This design comes from an exercise in tuning for small area, a short achievable clock period and few clock cycles per item on the open sky130 flow, not from production work. Only simulation tests tie the RTL to the original design; equivalence was not proved.

==> inputs of exp/garnet <==
Design mdx_sample_alu, start of the top module:
module mdx_sample_alu (
    input  wire        clk,
    input  wire        rst_n,       
    input  wire        in_valid,
    output wire        in_ready,
    input  wire [1:0]  in_op,
    input  wire [31:0] in_a,
    input  wire [31:0] in_b,
    input  wire [31:0] in_c,
    output wire        out_valid,
    input  wire        out_ready,
    output wire [31:0] out_data
);
clock: 19.0 ns
lec_check: 0
cap_margin: 20
core_margin: 2
core_utilization: 40
slew_margin: 20
run.sh (not shown) runs the stock make flow with config.mk's settings and CLKGATE_MAP_FILE= SYNTH_SCRIPT=/design/flow/synth_recipe.tcl, a recipe that flattens the netlist after the stock synthesis.
==> inputs of exp/umber, as changes to exp/garnet <==
--- a/flow/design.v
+++ b/flow/design.v
@@ -13,15 +13,15 @@
 );
     localparam [31:0] QNAN = 32'h7FC00000;
     localparam [1:0] OP_WIN  = 2'd0;
     localparam [1:0] OP_IFR  = 2'd1;
     localparam [1:0] OP_NORM = 2'd2;
     localparam [1:0] OP_ADD  = 2'd3;
     localparam integer DK = 5;
-    localparam integer DN = 6;
+    localparam integer DN = 5;
     localparam integer DI = DK * DN;
     function [31:0] rnd_pack;
         input        s;
         input [9:0]  e;
         input [26:0] m;
         input        st;
         reg          inc;
@@ -40,14 +40,15 @@
     reg  [31:0] ra, rb, rc;
     reg         hida, hidb;        
     reg  [6:0]  k;                 
     reg         scaled;            
     reg         sp;                
     reg  [4:0]  sh;                
     reg         dv_run;
+    reg         dv_lt;             
     reg  [3:0]  dv_cnt;
     reg  [27:0] dv_ws, dv_wc;      
     reg  [DI-1:0] dv_qp, dv_qn;    
     reg         t_v;
     reg  [31:0] rt, rcc;
     reg         t_add;
     reg         o_v;
@@ -96,29 +97,30 @@
     wire        m_nan  = x_nan | b_nan | (x_inf & b_zero) | (x_zero & b_inf);
     wire        m_inf  = x_inf | b_inf;
     wire        m_zero = x_zero | b_zero;
     wire        m_spec = m_nan | m_inf | m_zero;
     wire [31:0] m_spv  = m_nan ? QNAN : m_inf ? {m_s, 8'hFF, 23'd0} : {m_s, 31'd0};
     wire [47:0] prod = x_m * y_m;
     wire [27:0] m_w  = {prod[47:21], prod[20] | (prod[19:0] != 20'd0)};
-    wire [9:0]  d_e  = a_ee - b_ee + 10'd127 - k_se;    
+    wire [9:0]  d_e  = a_ee - b_ee + 10'd127 - k_se - {9'd0, dv_lt};
     wire        d_nan  = a_nan | b_nan | (a_inf & b_inf) | (a_zero & b_zero);
     wire        d_inf  = a_inf | b_zero;
     wire        d_zero = a_zero | b_inf;
     wire        d_spec = d_nan | d_inf | d_zero;
     wire        d_s    = ra[31] ^ rb[31];
     wire [31:0] d_spv  = d_nan ? QNAN : d_inf ? {d_s, 8'hFF, 23'd0} : {d_s, 31'd0};
     wire [27:0] dv_d2 = {3'b000, 1'b1, rb[22:0], 1'b0};
     reg  [27:0] dv_s, dv_c, dv_s2, dv_c2, dv_m;
     reg  [3:0]  dv_yp, dv_yg;
     reg         dv_y3;
     reg  [DK-1:0] dv_pb, dv_nb;
     integer j;
     always @* begin
-        dv_s = dv_run ? dv_ws : {4'b0000, 1'b1, ra[22:0]};
+        dv_s = dv_run ? dv_ws : dv_lt ? {3'b000, 1'b1, ra[22:0], 1'b0}
+                                      : {4'b0000, 1'b1, ra[22:0]};
         dv_c = dv_run ? dv_wc : 28'd0;
         for (j = DK - 1; j >= 0; j = j - 1) begin
             dv_s2 = {dv_s[26:0], 1'b0};
             dv_c2 = {dv_c[26:0], 1'b0};
             dv_yp = dv_s2[27:24] ^ dv_c2[27:24];
             dv_yg = dv_s2[27:24] & dv_c2[27:24];
             dv_y3 = dv_yp[3] ^ (dv_yg[2] | (dv_yp[2] & dv_yg[1]) |
@@ -216,14 +218,20 @@
         end else if (sp_go) begin
             rt    <= {4'd0, r_w};
             sh    <= r_shc;
         end else if (sp & ~sp_ok) begin
             rt[27:0] <= {1'b0, rt[27:2], rt[1] | rt[0]};
             sh       <= sh - 5'd1;
         end
+        if (in_valid & in_ready)
+            dv_lt <= (in_a[22:0] < in_b[22:0]);
+        else if (s0_v & ~sp & norm_a)
+            dv_lt <= ({ra[21:0], 1'b0} < rb[22:0]);
+        else if (s0_v & ~sp & norm_b)
+            dv_lt <= (ra[22:0] < {rb[21:0], 1'b0});
         if (in_valid & in_ready) begin
             op     <= in_op;
             ra     <= in_a;
             rb     <= in_b;
             rc     <= (in_op == OP_ADD) ? in_a : in_c;
             hida   <= 1'b0;
             hidb   <= 1'b0;
CORE_UTILIZATION = 55   (was 40)
SETUP_SLACK_MARGIN = 4   (was default)
==> summary of the runs <==
- Against exp/umber, the via count of exp/garnet is higher by 1.5%.
- Setup slack: exp/umber is higher than exp/garnet (1.2 ns).
- Of exp/garnet and exp/umber, exp/garnet has the higher clock skew (gap 0.014 ns).
- In exp/umber the critical path depth is lower than in exp/garnet, by 1.
- In exp/garnet the non-clock buffer count is higher than in exp/umber, by 7.
- Between exp/umber and exp/garnet, the lower wire length is in exp/umber (gap 9.6%, measured against exp/garnet).
- Against exp/garnet, the final cell count of exp/umber is smaller by 5.4%.
- Against exp/garnet, the design area of exp/umber is smaller by 0.93%.
Testbench counts of exp/garnet, summed over its fixed seeds: cycles 40,212, items 24,000.
Testbench counts of exp/umber, summed over its fixed seeds: cycles 37,514, items 24,000.

========
==> build 27: inputs <==
mdx_sample_alu, a different RTL version from the one above (not shown whole).
Settings: LEC_CHECK=0, ABC_AREA=1, CAP_MARGIN=20, CORE_MARGIN=2, CORE_UTILIZATION=75, SETUP_SLACK_MARGIN=5, SLEW_MARGIN=20; clock period 19.0 ns.
==> inputs of trial 36, as changes to build 27 <==
--- a/flow/config.mk
+++ b/flow/config.mk
@@ -10,3 +10,3 @@
 export CORE_MARGIN = 2
-export CORE_UTILIZATION = 75
+export CORE_UTILIZATION = 55
 export SETUP_SLACK_MARGIN = 5
==> run summary <==
TritonCTS Buffers 54; fin area between 0.06 and 0.07 sq mm; clock skew 0.0737 ns; outcome finished clean; routed vias/inst 6.10; # Taps 1403; critical path endpoint out_data[26]; multi-input gate area in the final layout 0.0400 sq mm; met1 Track Usage GR 0.512; Post-CTS Resized 19; worst skew pair latency 0.69 ns; Worst R2R Start dv_run$_SDFF_PN0_; Slew HR 0.198; post-route minimum period about 13 ns; GP Congestion 1.04
That was trial 36.
==> run summary <==
outcome finished clean; Simple-Gate Fraction of Synth Area 0.177; Crit path buffers/inverters 9; # Taps about 1100; Setup crit end kind output port; worst skew pair latency 0.67 ns; Slew HR 0.125; clock skew 0.0668 ns; GP Congestion 1.13; post-route minimum period 13.91 ns; multi-input gate area in the final layout 0.0399 sq mm; Worst R2R Start rb[5]$_DFFE_PP_; met1 Track Usage GR 0.624; top cell type's share of synthesized area 0.226; critical path endpoint out_data[24]
That was build 27.
Testbench counts of build 27, summed over its fixed seeds: cycles 26,696, items 24,000.
Testbench counts of trial 36, summed over its fixed seeds: cycles 26,696, items 24,000.

========
==> cedar <==
Another version of the RTL of mdx_sample_alu (not shown whole).
==> flow/config.mk <==
export PLATFORM = sky130hd
export DESIGN_NAME = mdx_sample_alu
export DESIGN_NICKNAME = mdx_sample_alu
export VERILOG_FILES = /design/flow/design.v
export SDC_FILE = /design/flow/constraint.sdc
export NUM_CORES = 4
export LEC_CHECK = 0
export ABC_AREA = 1
export CAP_MARGIN = 20
export CORE_MARGIN = 2
export CORE_UTILIZATION = 55
export SETUP_SLACK_MARGIN = 5
export SLEW_MARGIN = 20
==> flow/constraint.sdc <==
create_clock -name core_clock -period 19.0 [get_ports {clk}]
set_input_delay 3.8000 -clock core_clock [delete_from_list [all_inputs] [get_ports {clk}]]
set_output_delay 3.8000 -clock core_clock [all_outputs]
set_load 0.01 [all_outputs]
==> inputs of willow, as changes to cedar <==
--- a/flow/design.v
+++ b/flow/design.v
@@ -15,63 +15,28 @@
     localparam [1:0] OP_WIN  = 2'd0;
     localparam [1:0] OP_IFR  = 2'd1;
     localparam [1:0] OP_NORM = 2'd2;
     localparam [1:0] OP_ADD  = 2'd3;
     localparam integer DK = 5;
     localparam integer DN = 5;
     localparam integer DI = DK * DN;
-    function [32:0] bka32;
-        input [31:0] a;
-        input [31:0] b;
-        input        cin;
-        reg   [31:0] p, g, pp;
-        integer i, l;
-        begin
-            p  = a ^ b;
-            g  = a & b;
-            g[0] = g[0] | (p[0] & cin);
-            pp = p;
-            for (l = 0; l < 5; l = l + 1)
-                for (i = 0; i < 32; i = i + 1)
-                    if ((i % (2 << l)) == (2 << l) - 1) begin
-                        g[i]  = g[i] | (pp[i] & g[i - (1 << l)]);
-                        pp[i] = pp[i] & pp[i - (1 << l)];
-                    end
-            for (l = 3; l >= 0; l = l - 1)
-                for (i = 0; i < 32; i = i + 1)
-                    if (i >= (3 << l) - 1 && (i % (2 << l)) == (1 << l) - 1) begin
-                        g[i]  = g[i] | (pp[i] & g[i - (1 << l)]);
-                        pp[i] = pp[i] & pp[i - (1 << l)];
-                    end
-            bka32 = {g[31], p ^ {g[30:0], cin}};
-        end
-    endfunction
-    function lt23;
-        input [22:0] a;
-        input [22:0] b;
-        reg   [32:0] t;
-        begin
-            t    = bka32({9'd0, b}, {9'd0, ~a}, 1'b0);
-            lt23 = t[23];
-        end
-    endfunction
     function [31:0] rnd_pack;
         input        s;
         input [9:0]  e;
         input [26:0] m;
         input        st;
         reg          inc;
-        reg   [32:0] pk;
+        reg   [30:0] pk;
         begin
             inc = m[2] & (m[1] | m[0] | st | m[3]);
-            pk  = bka32({1'b0, (m[26] ? e[7:0] : 8'd0), m[25:3]}, 32'd0, inc);
+            pk  = {(m[26] ? e[7:0] : 8'd0), m[25:3]} + {30'd0, inc};
             if (!e[9] && (e[8] || e[7:0] == 8'hFF))
                 rnd_pack = {s, 8'hFF, 23'd0};
             else
-                rnd_pack = {s, pk[30:0]};
+                rnd_pack = {s, pk};
         end
     endfunction
     reg         s0_v;
     reg  [1:0]  op;
     reg  [31:0] ra, rb, rc;
     reg         hida, hidb;        
     reg  [6:0]  k;                 
@@ -96,14 +61,16 @@
     reg  [QB:0] qc;
     reg         dv_bg;             
     reg  [22:0] dv_d;              
     reg  [9:0]  dv_e;
     reg         dv_sg;
     reg         ph_alloc;          
     reg  [QB-1:0] dv_slot;
+    assign out_valid = (qc != 0) & qr[qh];
+    assign out_data  = qm[qh];
     wire [7:0]  a_ef = ra[30:23];
     wire [7:0]  b_ef = rb[30:23];
     wire        a_fz = (ra[22:0] == 23'd0);
     wire        b_fz = (rb[22:0] == 23'd0);
     wire        a_e0 = (a_ef == 8'd0) & ~hida;
     wire        b_e0 = (b_ef == 8'd0) & ~hidb;
     wire        a_sub  = a_e0 & ~a_fz;
@@ -177,26 +144,19 @@
             dv_s  = dv_s2 ^ dv_c2 ^ dv_m;
             dv_c  = {(dv_s2[26:0] & dv_c2[26:0]) | (dv_s2[26:0] & dv_m[26:0]) |
                      (dv_c2[26:0] & dv_m[26:0]), dv_pb[j]};
         end
     end
     wire        dv_last = dv_run & (dv_cnt == DN - 1);
     reg         dv_done;
-    wire [32:0] dv_wx  = bka32({4'd0, dv_ws}, {4'd0, dv_wc}, 1'b0);
-    wire [27:0] dv_w   = dv_wx[27:0];
+    wire [27:0] dv_w   = dv_ws + dv_wc;
     wire        dv_neg = dv_w[27];
-    wire [27:0] dv_cs  = dv_ws ^ dv_wc ^ dv_d2f;
-    wire [27:0] dv_cc  = {(dv_ws[26:0] & dv_wc[26:0]) | (dv_ws[26:0] & dv_d2f[26:0]) |
-                          (dv_wc[26:0] & dv_d2f[26:0]), 1'b0};
-    wire [32:0] dv_wdx = bka32({4'd0, dv_cs}, {4'd0, dv_cc}, 1'b0);
-    wire [27:0] dv_wd  = dv_wdx[27:0];
+    wire [27:0] dv_wd  = dv_w + dv_d2f;
     wire        dv_nz  = dv_neg ? (dv_wd != 28'd0) : (dv_w != 28'd0);
-    wire [32:0] dv_q0  = bka32({{(32-DI){1'b0}}, dv_qp}, {{(32-DI){1'b0}}, ~dv_qn}, 1'b1);
-    wire [32:0] dv_q1  = bka32({{(32-DI){1'b0}}, dv_qp}, {{(32-DI){1'b0}}, ~dv_qn}, 1'b0);
-    wire [DI-1:0] dv_q = dv_neg ? dv_q1[DI-1:0] : dv_q0[DI-1:0];
+    wire [DI-1:0] dv_q = dv_qp + ~dv_qn + {{(DI-1){1'b0}}, ~dv_neg};
     wire [DI+26:0] dv_qx = {dv_q, 27'd0};
     wire [27:0] d_w = {dv_qx[DI+26:DI], (dv_qx[DI-1:0] != 0) | dv_nz};
     wire        r_fromt = sp;
     wire        r_div   = is_div;
     wire [27:0] r_w  = r_fromt ? rt[27:0] : r_div ? d_w : m_w;
     wire [9:0]  r_e0 = r_div ? d_e : m_e;
     wire        r_s  = r_div ? d_s : m_s;
@@ -205,22 +165,17 @@
     wire        r_st = (r_fromt | r_top) ? r_w[0] : 1'b0;
     wire [9:0]  r_e  = r_fromt ? 10'd1 : r_top ? r_e0 : (r_e0 - 10'd1);
     wire [31:0] r_val = rnd_pack(r_s, r_e, r_m, r_st);
     wire        r_low = r_e0[9] | (r_e0[8:1] == 8'd0);       
     wire [9:0]  r_shn = 10'd1 - r_e0;
     wire [4:0]  r_shc = (r_shn[9:5] != 5'd0) ? 5'd31 : r_shn[4:0];
     wire [31:0] bg_val = rnd_pack(dv_sg, dv_e, d_w[27:1], d_w[0]);
+    wire        q_full = qc[QB];
     wire        div_wr = dv_bg & dv_done & ph_alloc;
-    wire        q_hdiv = div_wr & (dv_slot == qh);
-    assign out_valid = (qc != 0) & (qr[qh] | q_hdiv);
-    assign out_data  = q_hdiv ? bg_val : qm[qh];
-    wire        q_pop  = out_valid & out_ready;
-    integer     qi;
-    wire        q_full = qc[QB] & ~q_pop;
-    wire        t_push = t_v & ~q_full;
+    wire        t_push = t_v & ~q_full & ~div_wr;
     wire        t_free = ~t_v | t_push;
     wire        div_idle = ~dv_run & (~dv_done | div_wr);
     wire        dv_can = s0_v & is_div & ~sp & ~normalising & ~d_spec & div_idle;
     wire        d_norm = ~d_e[9] & (d_e != 10'd0);
     wire        bg_go  = dv_can & d_norm & t_free;
     wire        fg_go  = dv_can & ~d_norm;
     wire        dv_start = bg_go | fg_go;
@@ -232,14 +187,15 @@
     wire        res_ok = mul_ok | div_ok | sp_ok;
     wire [31:0] res_v  = (~sp & spec) ? (is_div ? d_spv : m_spv) : r_val;
     wire        to_rb  = scl_pass;
     wire        sp_go  = s0_v & ~sp & ~normalising & ~t_v & ~settle &
                          (is_div ? (~d_spec & fg_done & r_low) : (~m_spec & r_low));
     wire        s0_done = s0_v & res_ok & ~to_rb & t_free;
     wire        s0_free = s0_done | bg_go;
+    wire        q_pop = out_valid & out_ready;
     wire [31:0] t_res = t_add ? fadd(rcc, rt) : rt;
     assign in_ready = ~s0_v | s0_free;
     always @(posedge clk) begin
         if (!rst_n) begin
             s0_v   <= 1'b0;
             t_v    <= 1'b0;
             sp     <= 1'b0;
@@ -288,22 +244,20 @@
             end
             if (sp_go) begin
                 sp <= 1'b1;
             end else if (sp_ok & (to_rb | t_free)) begin
                 sp <= 1'b0;
             end
         end
-        for (qi = 0; qi < QN; qi = qi + 1) begin
-            if (t_push && qt == qi) begin
-                qm[qi] <= t_res;
-                qr[qi] <= ~t_ph;
-            end else if (div_wr && dv_slot == qi) begin
-                qm[qi] <= bg_val;
-                qr[qi] <= 1'b1;
-            end
+        if (div_wr) begin
+            qm[dv_slot] <= bg_val;
+            qr[dv_slot] <= 1'b1;
+        end else if (t_push) begin
+            qm[qt] <= t_res;
+            qr[qt] <= ~t_ph;
         end
         if (t_push & t_ph)
             dv_slot <= qt;
         if (dv_start) begin
             dv_d <= rb[22:0];
             dv_e <= d_e;
             dv_sg <= d_s;
@@ -320,19 +274,19 @@
             rt    <= {4'd0, r_w};
             sh    <= r_shc;
         end else if (sp & ~sp_ok) begin
             rt[27:0] <= {1'b0, rt[27:2], rt[1] | rt[0]};
             sh       <= sh - 5'd1;
         end
         if (in_valid & in_ready)
-            dv_lt <= lt23(in_a[22:0], in_b[22:0]);
+            dv_lt <= (in_a[22:0] < in_b[22:0]);
         else if (s0_v & ~sp & norm_a)
-            dv_lt <= lt23({ra[21:0], 1'b0}, rb[22:0]);
+            dv_lt <= ({ra[21:0], 1'b0} < rb[22:0]);
         else if (s0_v & ~sp & norm_b)
-            dv_lt <= lt23(ra[22:0], {rb[21:0], 1'b0});
+            dv_lt <= (ra[22:0] < {rb[21:0], 1'b0});
         if (in_valid & in_ready) begin
             op     <= in_op;
             ra     <= in_a;
             rb     <= in_b;
             rc     <= (in_op == OP_ADD) ? in_a : in_c;
             hida   <= 1'b0;
             hidb   <= 1'b0;
@@ -441,15 +395,14 @@
         reg          hx, hy, xz, yz, xn, yn, xi, yi, swp, sub, stk, sb;
         reg   [7:0]  exe, eye, eb, d;
         reg   [8:0]  dxy, dyx;
         reg   [23:0] mx, my, mb, ms;
         reg   [4:0]  tzx, tzy, tzs, nsh;
         reg   [26:0] xs;
         reg   [27:0] sum, mn;
-        reg   [32:0] cmp, sm;
         reg   [31:0] lzv, msk;
         reg   [9:0]  e;
         begin
             hx  = (x[30:23] != 8'd0);
             hy  = (y[30:23] != 8'd0);
             xz  = ~hx & (x[22:0] == 23'd0);
             yz  = ~hy & (y[22:0] == 23'd0);
@@ -457,32 +410,33 @@
             yi  = (y[30:23] == 8'hFF) & (y[22:0] == 23'd0);
             xn  = (x[30:23] == 8'hFF) & (x[22:0] != 23'd0);
             yn  = (y[30:23] == 8'hFF) & (y[22:0] != 23'd0);
             exe = {x[30:24], x[23] | ~hx};
             eye = {y[30:24], y[23] | ~hy};
             mx  = {hx, x[22:0]};
             my  = {hy, y[22:0]};
-            cmp = bka32({1'b0, y[30:0]}, {1'b0, ~x[30:0]}, 1'b0);
-            swp = cmp[31];
+            swp = (y[30:0] > x[30:0]);
             dxy = {1'b0, exe} - {1'b0, eye};
             dyx = {1'b0, eye} - {1'b0, exe};
             d   = swp ? dyx[7:0] : dxy[7:0];
             eb  = swp ? eye : exe;
             mb  = swp ? my : mx;
             ms  = swp ? mx : my;
             sb  = swp ? y[31] : x[31];
             sub = x[31] ^ y[31];
             tzx = tzc24(mx);
             tzy = tzc24(my);
             tzs = swp ? tzx : tzy;
             stk = ({3'd0, tzs} + 8'd3 < d);
             xs  = (d > 8'd26) ? 27'd0 : ({ms, 3'b000} >> d[4:0]);
             xs[0] = xs[0] | stk;
-            sm  = bka32({5'd0, mb, 3'b000}, {5'd0, xs} ^ {32{sub}}, sub);
-            sum = sm[27:0];
+            if (sub)
+                sum = {1'b0, mb, 3'b000} - {1'b0, xs};
+            else
+                sum = {1'b0, mb, 3'b000} + {1'b0, xs};
             msk = (eb > 8'd27) ? 32'd0 : (32'h80000000 >> eb[4:0]);
             lzv = {sum, 4'd0} | msk | 32'd1;
             nsh = lzc32(lzv);
             mn  = sum << nsh;
             e   = {2'b00, eb} + 10'd1 - {5'd0, nsh};
             if (xn | yn | (xi & yi & sub))
                 fadd = QNAN;
Settings changed: ABC_AREA 1 to unset.
==> inputs of xenon, as changes to cedar <==
--- a/flow/design.v
+++ b/flow/design.v
@@ -15,63 +15,28 @@
     localparam [1:0] OP_WIN  = 2'd0;
     localparam [1:0] OP_IFR  = 2'd1;
     localparam [1:0] OP_NORM = 2'd2;
     localparam [1:0] OP_ADD  = 2'd3;
     localparam integer DK = 5;
     localparam integer DN = 5;
     localparam integer DI = DK * DN;
-    function [32:0] bka32;
-        input [31:0] a;
-        input [31:0] b;
-        input        cin;
-        reg   [31:0] p, g, pp;
-        integer i, l;
-        begin
-            p  = a ^ b;
-            g  = a & b;
-            g[0] = g[0] | (p[0] & cin);
-            pp = p;
-            for (l = 0; l < 5; l = l + 1)
-                for (i = 0; i < 32; i = i + 1)
-                    if ((i % (2 << l)) == (2 << l) - 1) begin
-                        g[i]  = g[i] | (pp[i] & g[i - (1 << l)]);
-                        pp[i] = pp[i] & pp[i - (1 << l)];
-                    end
-            for (l = 3; l >= 0; l = l - 1)
-                for (i = 0; i < 32; i = i + 1)
-                    if (i >= (3 << l) - 1 && (i % (2 << l)) == (1 << l) - 1) begin
-                        g[i]  = g[i] | (pp[i] & g[i - (1 << l)]);
-                        pp[i] = pp[i] & pp[i - (1 << l)];
-                    end
-            bka32 = {g[31], p ^ {g[30:0], cin}};
-        end
-    endfunction
-    function lt23;
-        input [22:0] a;
-        input [22:0] b;
-        reg   [32:0] t;
-        begin
-            t    = bka32({9'd0, b}, {9'd0, ~a}, 1'b0);
-            lt23 = t[23];
-        end
-    endfunction
     function [31:0] rnd_pack;
         input        s;
         input [9:0]  e;
         input [26:0] m;
         input        st;
         reg          inc;
-        reg   [32:0] pk;
+        reg   [30:0] pk;
         begin
             inc = m[2] & (m[1] | m[0] | st | m[3]);
-            pk  = bka32({1'b0, (m[26] ? e[7:0] : 8'd0), m[25:3]}, 32'd0, inc);
+            pk  = {(m[26] ? e[7:0] : 8'd0), m[25:3]} + {30'd0, inc};
             if (!e[9] && (e[8] || e[7:0] == 8'hFF))
                 rnd_pack = {s, 8'hFF, 23'd0};
             else
-                rnd_pack = {s, pk[30:0]};
+                rnd_pack = {s, pk};
         end
     endfunction
     reg         s0_v;
     reg  [1:0]  op;
     reg  [31:0] ra, rb, rc;
     reg         hida, hidb;        
     reg  [6:0]  k;                 
@@ -96,14 +61,16 @@
     reg  [QB:0] qc;
     reg         dv_bg;             
     reg  [22:0] dv_d;              
     reg  [9:0]  dv_e;
     reg         dv_sg;
     reg         ph_alloc;          
     reg  [QB-1:0] dv_slot;
+    assign out_valid = (qc != 0) & qr[qh];
+    assign out_data  = qm[qh];
     wire [7:0]  a_ef = ra[30:23];
     wire [7:0]  b_ef = rb[30:23];
     wire        a_fz = (ra[22:0] == 23'd0);
     wire        b_fz = (rb[22:0] == 23'd0);
     wire        a_e0 = (a_ef == 8'd0) & ~hida;
     wire        b_e0 = (b_ef == 8'd0) & ~hidb;
     wire        a_sub  = a_e0 & ~a_fz;
@@ -177,26 +144,19 @@
             dv_s  = dv_s2 ^ dv_c2 ^ dv_m;
             dv_c  = {(dv_s2[26:0] & dv_c2[26:0]) | (dv_s2[26:0] & dv_m[26:0]) |
                      (dv_c2[26:0] & dv_m[26:0]), dv_pb[j]};
         end
     end
     wire        dv_last = dv_run & (dv_cnt == DN - 1);
     reg         dv_done;
-    wire [32:0] dv_wx  = bka32({4'd0, dv_ws}, {4'd0, dv_wc}, 1'b0);
-    wire [27:0] dv_w   = dv_wx[27:0];
+    wire [27:0] dv_w   = dv_ws + dv_wc;
     wire        dv_neg = dv_w[27];
-    wire [27:0] dv_cs  = dv_ws ^ dv_wc ^ dv_d2f;
-    wire [27:0] dv_cc  = {(dv_ws[26:0] & dv_wc[26:0]) | (dv_ws[26:0] & dv_d2f[26:0]) |
-                          (dv_wc[26:0] & dv_d2f[26:0]), 1'b0};
-    wire [32:0] dv_wdx = bka32({4'd0, dv_cs}, {4'd0, dv_cc}, 1'b0);
-    wire [27:0] dv_wd  = dv_wdx[27:0];
+    wire [27:0] dv_wd  = dv_w + dv_d2f;
     wire        dv_nz  = dv_neg ? (dv_wd != 28'd0) : (dv_w != 28'd0);
-    wire [32:0] dv_q0  = bka32({{(32-DI){1'b0}}, dv_qp}, {{(32-DI){1'b0}}, ~dv_qn}, 1'b1);
-    wire [32:0] dv_q1  = bka32({{(32-DI){1'b0}}, dv_qp}, {{(32-DI){1'b0}}, ~dv_qn}, 1'b0);
-    wire [DI-1:0] dv_q = dv_neg ? dv_q1[DI-1:0] : dv_q0[DI-1:0];
+    wire [DI-1:0] dv_q = dv_qp + ~dv_qn + {{(DI-1){1'b0}}, ~dv_neg};
     wire [DI+26:0] dv_qx = {dv_q, 27'd0};
     wire [27:0] d_w = {dv_qx[DI+26:DI], (dv_qx[DI-1:0] != 0) | dv_nz};
     wire        r_fromt = sp;
     wire        r_div   = is_div;
     wire [27:0] r_w  = r_fromt ? rt[27:0] : r_div ? d_w : m_w;
     wire [9:0]  r_e0 = r_div ? d_e : m_e;
     wire        r_s  = r_div ? d_s : m_s;
@@ -205,22 +165,17 @@
     wire        r_st = (r_fromt | r_top) ? r_w[0] : 1'b0;
     wire [9:0]  r_e  = r_fromt ? 10'd1 : r_top ? r_e0 : (r_e0 - 10'd1);
     wire [31:0] r_val = rnd_pack(r_s, r_e, r_m, r_st);
     wire        r_low = r_e0[9] | (r_e0[8:1] == 8'd0);       
     wire [9:0]  r_shn = 10'd1 - r_e0;
     wire [4:0]  r_shc = (r_shn[9:5] != 5'd0) ? 5'd31 : r_shn[4:0];
     wire [31:0] bg_val = rnd_pack(dv_sg, dv_e, d_w[27:1], d_w[0]);
+    wire        q_full = qc[QB];
     wire        div_wr = dv_bg & dv_done & ph_alloc;
-    wire        q_hdiv = div_wr & (dv_slot == qh);
-    assign out_valid = (qc != 0) & (qr[qh] | q_hdiv);
-    assign out_data  = q_hdiv ? bg_val : qm[qh];
-    wire        q_pop  = out_valid & out_ready;
-    integer     qi;
-    wire        q_full = qc[QB] & ~q_pop;
-    wire        t_push = t_v & ~q_full;
+    wire        t_push = t_v & ~q_full & ~div_wr;
     wire        t_free = ~t_v | t_push;
     wire        div_idle = ~dv_run & (~dv_done | div_wr);
     wire        dv_can = s0_v & is_div & ~sp & ~normalising & ~d_spec & div_idle;
     wire        d_norm = ~d_e[9] & (d_e != 10'd0);
     wire        bg_go  = dv_can & d_norm & t_free;
     wire        fg_go  = dv_can & ~d_norm;
     wire        dv_start = bg_go | fg_go;
@@ -232,14 +187,15 @@
     wire        res_ok = mul_ok | div_ok | sp_ok;
     wire [31:0] res_v  = (~sp & spec) ? (is_div ? d_spv : m_spv) : r_val;
     wire        to_rb  = scl_pass;
     wire        sp_go  = s0_v & ~sp & ~normalising & ~t_v & ~settle &
                          (is_div ? (~d_spec & fg_done & r_low) : (~m_spec & r_low));
     wire        s0_done = s0_v & res_ok & ~to_rb & t_free;
     wire        s0_free = s0_done | bg_go;
+    wire        q_pop = out_valid & out_ready;
     wire [31:0] t_res = t_add ? fadd(rcc, rt) : rt;
     assign in_ready = ~s0_v | s0_free;
     always @(posedge clk) begin
         if (!rst_n) begin
             s0_v   <= 1'b0;
             t_v    <= 1'b0;
             sp     <= 1'b0;
@@ -288,22 +244,20 @@
             end
             if (sp_go) begin
                 sp <= 1'b1;
             end else if (sp_ok & (to_rb | t_free)) begin
                 sp <= 1'b0;
             end
         end
-        for (qi = 0; qi < QN; qi = qi + 1) begin
-            if (t_push && qt == qi) begin
-                qm[qi] <= t_res;
-                qr[qi] <= ~t_ph;
-            end else if (div_wr && dv_slot == qi) begin
-                qm[qi] <= bg_val;
-                qr[qi] <= 1'b1;
-            end
+        if (div_wr) begin
+            qm[dv_slot] <= bg_val;
+            qr[dv_slot] <= 1'b1;
+        end else if (t_push) begin
+            qm[qt] <= t_res;
+            qr[qt] <= ~t_ph;
         end
         if (t_push & t_ph)
             dv_slot <= qt;
         if (dv_start) begin
             dv_d <= rb[22:0];
             dv_e <= d_e;
             dv_sg <= d_s;
@@ -320,19 +274,19 @@
             rt    <= {4'd0, r_w};
             sh    <= r_shc;
         end else if (sp & ~sp_ok) begin
             rt[27:0] <= {1'b0, rt[27:2], rt[1] | rt[0]};
             sh       <= sh - 5'd1;
         end
         if (in_valid & in_ready)
-            dv_lt <= lt23(in_a[22:0], in_b[22:0]);
+            dv_lt <= (in_a[22:0] < in_b[22:0]);
         else if (s0_v & ~sp & norm_a)
-            dv_lt <= lt23({ra[21:0], 1'b0}, rb[22:0]);
+            dv_lt <= ({ra[21:0], 1'b0} < rb[22:0]);
         else if (s0_v & ~sp & norm_b)
-            dv_lt <= lt23(ra[22:0], {rb[21:0], 1'b0});
+            dv_lt <= (ra[22:0] < {rb[21:0], 1'b0});
         if (in_valid & in_ready) begin
             op     <= in_op;
             ra     <= in_a;
             rb     <= in_b;
             rc     <= (in_op == OP_ADD) ? in_a : in_c;
             hida   <= 1'b0;
             hidb   <= 1'b0;
@@ -441,15 +395,14 @@
         reg          hx, hy, xz, yz, xn, yn, xi, yi, swp, sub, stk, sb;
         reg   [7:0]  exe, eye, eb, d;
         reg   [8:0]  dxy, dyx;
         reg   [23:0] mx, my, mb, ms;
         reg   [4:0]  tzx, tzy, tzs, nsh;
         reg   [26:0] xs;
         reg   [27:0] sum, mn;
-        reg   [32:0] cmp, sm;
         reg   [31:0] lzv, msk;
         reg   [9:0]  e;
         begin
             hx  = (x[30:23] != 8'd0);
             hy  = (y[30:23] != 8'd0);
             xz  = ~hx & (x[22:0] == 23'd0);
             yz  = ~hy & (y[22:0] == 23'd0);
@@ -457,32 +410,33 @@
             yi  = (y[30:23] == 8'hFF) & (y[22:0] == 23'd0);
             xn  = (x[30:23] == 8'hFF) & (x[22:0] != 23'd0);
             yn  = (y[30:23] == 8'hFF) & (y[22:0] != 23'd0);
             exe = {x[30:24], x[23] | ~hx};
             eye = {y[30:24], y[23] | ~hy};
             mx  = {hx, x[22:0]};
             my  = {hy, y[22:0]};
-            cmp = bka32({1'b0, y[30:0]}, {1'b0, ~x[30:0]}, 1'b0);
-            swp = cmp[31];
+            swp = (y[30:0] > x[30:0]);
             dxy = {1'b0, exe} - {1'b0, eye};
             dyx = {1'b0, eye} - {1'b0, exe};
             d   = swp ? dyx[7:0] : dxy[7:0];
             eb  = swp ? eye : exe;
             mb  = swp ? my : mx;
             ms  = swp ? mx : my;
             sb  = swp ? y[31] : x[31];
             sub = x[31] ^ y[31];
             tzx = tzc24(mx);
             tzy = tzc24(my);
             tzs = swp ? tzx : tzy;
             stk = ({3'd0, tzs} + 8'd3 < d);
             xs  = (d > 8'd26) ? 27'd0 : ({ms, 3'b000} >> d[4:0]);
             xs[0] = xs[0] | stk;
-            sm  = bka32({5'd0, mb, 3'b000}, {5'd0, xs} ^ {32{sub}}, sub);
-            sum = sm[27:0];
+            if (sub)
+                sum = {1'b0, mb, 3'b000} - {1'b0, xs};
+            else
+                sum = {1'b0, mb, 3'b000} + {1'b0, xs};
             msk = (eb > 8'd27) ? 32'd0 : (32'h80000000 >> eb[4:0]);
             lzv = {sum, 4'd0} | msk | 32'd1;
             nsh = lzc32(lzv);
             mn  = sum << nsh;
             e   = {2'b00, eb} + 10'd1 - {5'd0, nsh};
             if (xn | yn | (xi & yi & sub))
                 fadd = QNAN;
==> summary of the runs <==
- Fmax: xenon is larger than willow (about 1.2%).
- Between willow and xenon, the lower synthesized cell count is in willow (gap 10%, measured against xenon).
- The highest critical path depth belongs to xenon, the lowest to cedar.
- Routed wire length: willow > cedar > xenon.
- Between xenon and willow, the lower register-to-register slack is in willow (gap 160 ps).
- Between cedar and xenon, the lower area after synthesis is in cedar (gap about 0.9%, measured against xenon).
- In willow the worst hold slack is better than in cedar, by 81 ps.
- Utilization is about the same in cedar and xenon.
- The highest cell count belongs to xenon, the lowest to willow.
- Clock skew: xenon > willow > cedar.
- Non-clock buffer count: willow > cedar > xenon.
==> figures <==
                                                                                  xenon                  willow                     cedar
Result of the run                                        no timing/DRC/antenna violations  no timing/DRC/antenna violations  no timing/DRC/antenna violations
Summed instance area of the synthesized netlist                                 60600 um2               63300 um2                 60000 um2
Crit path largest cell delay                                                       840 ps                  670 ps                    660 ps
Non-clock buffer total of the final layout                                            230                     297                       252
Routed WL                                                                       222000 um               236000 um                 228000 um
Share of cell area taken by multi-input logic gates                                 62.6%                   66.8%                     62.8%
Most prevalent standard cell on the critical path                sky130_fd_sc_hd__nand2_1  sky130_fd_sc_hd__inv_1  sky130_fd_sc_hd__nand2_1
Final sequential cell count                                                           474                     474                       472
Worst Clk Skew                                                                    63.9 ps                 39.6 ps                   31.1 ps
Critical hold path startpoint                                            rc[14]$_DFFE_PP_     scaled$_SDFFE_PP0P_          rc[28]$_DFFE_PP_
GR Layer Usage met2                                                                 62.6%                   61.7%                     66.3%
Met1 routing resource usage after global routing                                    48.7%                   52.3%                     49.0%
Number of nets in the finished design                                                8958                    8121                      8604
GR Util All Layers                                                                  38.3%                   39.3%                     40.2%
Clock buffer count from CTS                                                            54                      48                        57
Met3 Resource Use GR                                                                8.73%                   7.35%                     6.85%
Share of the synthesized area in compound gates (AO/OA/AOI/OAI)                     16.1%                   19.2%                     15.9%
Sequential share of the synthesized area                                            23.0%                   22.0%                     23.2%
CP Buf/Inv Count                                                                       10                       7                         9
Average size of a mapped cell                                                    7.57 um2                8.80 um2                  7.96 um2
Routed met1 length                                                               86500 um                92600 um                  85200 um
Testbench counts of cedar, summed over its fixed seeds: cycles 26,696, items 24,000.
Testbench counts of willow, summed over its fixed seeds: cycles 30,069, items 24,000.
Testbench counts of xenon, summed over its fixed seeds: cycles 30,069, items 24,000.

==> separate check: timing with driven ports <==
How much do the figures lean on ideal ports? The routed layouts below were timed once more, with nothing changed but the port constraints. Step 1 (the two cells are an assumption about what drives the block):
set clk [get_ports {clk}]
set_driving_cell -lib_cell sky130_fd_sc_hd__clkbuf_16 $clk
set_driving_cell -lib_cell sky130_fd_sc_hd__buf_2 [delete_from_list [all_inputs] $clk]
Step 2 moves the port delays by t, midway between the first and last clock arrival at a register: inputs arrive t later, outputs are due t later. That takes back most of the time a late clock gives input paths. Three values: no drivers, after step 1, after step 2; two values: the first two.
run | shift t [ns] | slack for setup (ns) | hold slack, ns | worst data-port slew with drivers (ns)
exp/garnet | 0.732 | 3.245 / 3.245 / 3.245 | 0.418 / 0.418 / 0.418 | 0.12
exp/umber | 0.692 | 4.481 / 4.481 / 4.481 | 0.416 / 0.416 / 0.416 | 0.15
build 27 | 0.710 | 5.090 / 5.017 / 5.726 | 0.421 / 0.421 / 0.421 | 0.14
trial 36 | 0.728 | 5.517 / 5.439 / 5.943 | 0.375 / 0.375 / 0.375 | 0.04
cedar | 0.752 | 5.505 / 5.426 / 5.918 | 0.410 / 0.410 / 0.410 | 0.14
willow | 0.689 | 5.493 / 5.493 / 5.493 | 0.491 / 0.491 / 0.491 | 0.06
xenon | 0.742 | 5.654 / 5.654 / 5.654 | 0.415 / 0.415 / 0.415 | 0.05
After both steps setup and hold are still met in every run listed.
